This is an optimization exercise on Yosys and OpenROAD, whose aim is small area, not a production implementation.

==> 08-16 <==
// kb_core
module kb_core (
    input  wire        clk,
    input  wire        rst,             
    output wire [15:0] col,
    input  wire [5:0]  row,
    output wire        tx_push,
    output wire [63:0] tx_report,
    input  wire        tx_ok,
    input  wire        hreq_valid,
    input  wire        hreq_set,
    input  wire [1:0]  hreq_type,
    input  wire [7:0]  hreq_id,
    input  wire [3:0]  hreq_len,
    input  wire [7:0]  hreq_data,
    output reg         hresp_valid,
    output reg         hresp_err,
    output wire [63:0] hresp_report,
    output reg  [4:0]  leds,
    output wire        boot
);
    reg  [9:0] q;
    reg        scan;
    reg        first;
    reg        booted;
    wire [3:0] c   = q[7:4];
    wire [3:0] sub = q[3:0];
    assign col = (scan && sub >= 4'd3 && sub <= 4'd8) ? (16'd1 << c) : 16'd0;
    wire smp      = scan && sub == 4'd7;
    wire post_end = !scan && (first ? q == 10'd488 : q == 10'd63);
    wire enc_reg  = q[9:7] == 3'b010;
    wire [9:0] inc = scan ? ((sub == 4'd13 && c != 4'd15) ? 10'd5 : 10'd1)
                          : ((enc_reg && q[2:0] == 3'd5) ? 10'd3 : 10'd1);
    always @(posedge clk) begin
        if (rst) begin
            q     <= 10'd2;
            scan  <= 1'b1;
            first <= 1'b1;
        end else if (post_end && !booted) begin
            q     <= 10'd2;
            scan  <= 1'b1;
            first <= 1'b0;
        end else begin
            q <= q + inc;
            if (q == 10'd253) scan <= 1'b0;
        end
    end
    reg  [3:0]  ph;
    reg  [17:0] ring [0:15];
    reg  [5:0]  sb [0:1];           
    reg  [1:0]  pend;
    wire        tap_col_hit = scan ? (ph == c || ph == c - 4'd1) : (ph == 4'd15);
    wire        upd = pend[ph[0]] && tap_col_hit;
    wire [5:0]  x   = sb[ph[0]];
    function [2:0] deb_next(input [2:0] s, input xi, input fi);
        reg diff;
        begin
            diff = xi ^ s[2];
            if (fi) deb_next = {xi, 2'b00};
            else deb_next = {(s[1] && !s[0]) ? xi : s[2], diff && s[0], diff && !s[1]};
        end
    endfunction
    integer i;
    reg [17:0] tap_new;
    always @(*) begin
        for (i = 0; i < 6; i = i + 1)
            tap_new[i*3 +: 3] = upd ? deb_next(ring[15][i*3 +: 3], x[i], first)
                                    : ring[15][i*3 +: 3];
    end
  ...
export LEC_CHECK = 0
export ABC_AREA = 1
export CAP_MARGIN = 20
export CORE_MARGIN = 2
export CORE_UTILIZATION = 40
export SLEW_MARGIN = 20
create_clock -name core_clock -period 10.0 [get_ports {clk}]
run.sh (not shown) runs the stock make flow with config.mk's settings and CLKGATE_MAP_FILE= SYNTH_SCRIPT=/design/flow/synth_recipe.tcl, a recipe that flattens the netlist after the stock synthesis.
==> 12-27 (differences from 08-16) <==
==> flow/flow/run.sh (new file) <==
#!/bin/bash
set -euo pipefail
export BUFFER_PORTS_ARGS="-buffer_cell sky130_fd_sc_hd__buf_1"
bash standard.sh > standard.log 2>&1
==> flow/standard.sh (new file) <==
#!/bin/bash
# synth_recipe.tcl (not shown) runs the flow's synth.tcl, then flattens the netlist and writes it again
# the make line also repeats each setting of config.mk as NAME=value (left out here)
make -C /OpenROAD-flow-scripts/flow DESIGN_CONFIG=/design/flow/config.mk WORK_HOME=/design/flow/orfs CLKGATE_MAP_FILE= SYNTH_SCRIPT=/design/flow/synth_recipe.tcl "${@:-finish}"
removed: flow/run.sh
==> 09-07 (differences from 08-16) <==
--- a/flow/config.mk
+++ b/flow/config.mk
@@ -11,2 +11,3 @@
 export CORE_UTILIZATION = 40
+export CTS_BUF_LIST = sky130_fd_sc_hd__clkbuf_4
 export SLEW_MARGIN = 20
==> summary of the runs <==
09-07 produced a clean layout. 08-16 completed with no timing, DRC or antenna violations. 12-27 went through all stages and came out clean.
Via count, lowest first: 12-27, 08-16, 09-07.
Global-route usage: 09-07 > 08-16 > 12-27.
Of 12-27 and 09-07, 12-27 has the higher register-to-register slack (gap 0.17 ns).
Between 08-16 and 12-27, the lower sequential share of layout area is in 08-16 (gap 2.8 points).
Utilization, lowest first: 12-27, 09-07, 08-16.
Hold slack: 08-16 > 12-27 > 09-07.
No run of this note included a check of the RTL's function; only the layout flow was run.

[re-timing with driven ports]
Ports are ideal in the flow. The routed layouts listed here were re-timed in OpenROAD.
Step 1 sets driving cells, clkbuf_16 on the clock port and buf_2 on the other inputs (assumed; they add their load-dependent delay and slew).
Step 2, shift: input delay + t, output delay - t, t = (earliest + latest rising clock arrival at the registers) / 2. This alone moves slack from input paths to output paths.
Slacks: no drivers / after step 1 / after step 2; pairs: no drivers / after step 1.
run	t (ns)	setup slack, ns	latest minus earliest clock arrival (ns)	slew at the worst register clock pin (ns)
08-16	0.633	2.646 / 2.592 / 3.225	0.033 / 0.033	0.06 / 0.06
12-27	0.631	3.095 / 3.040 / 3.670	0.029 / 0.029	0.07 / 0.07
09-07	0.857	2.400 / 2.348 / 3.205	0.075 / 0.075	0.08 / 0.08
After both steps every run listed still meets setup and hold.
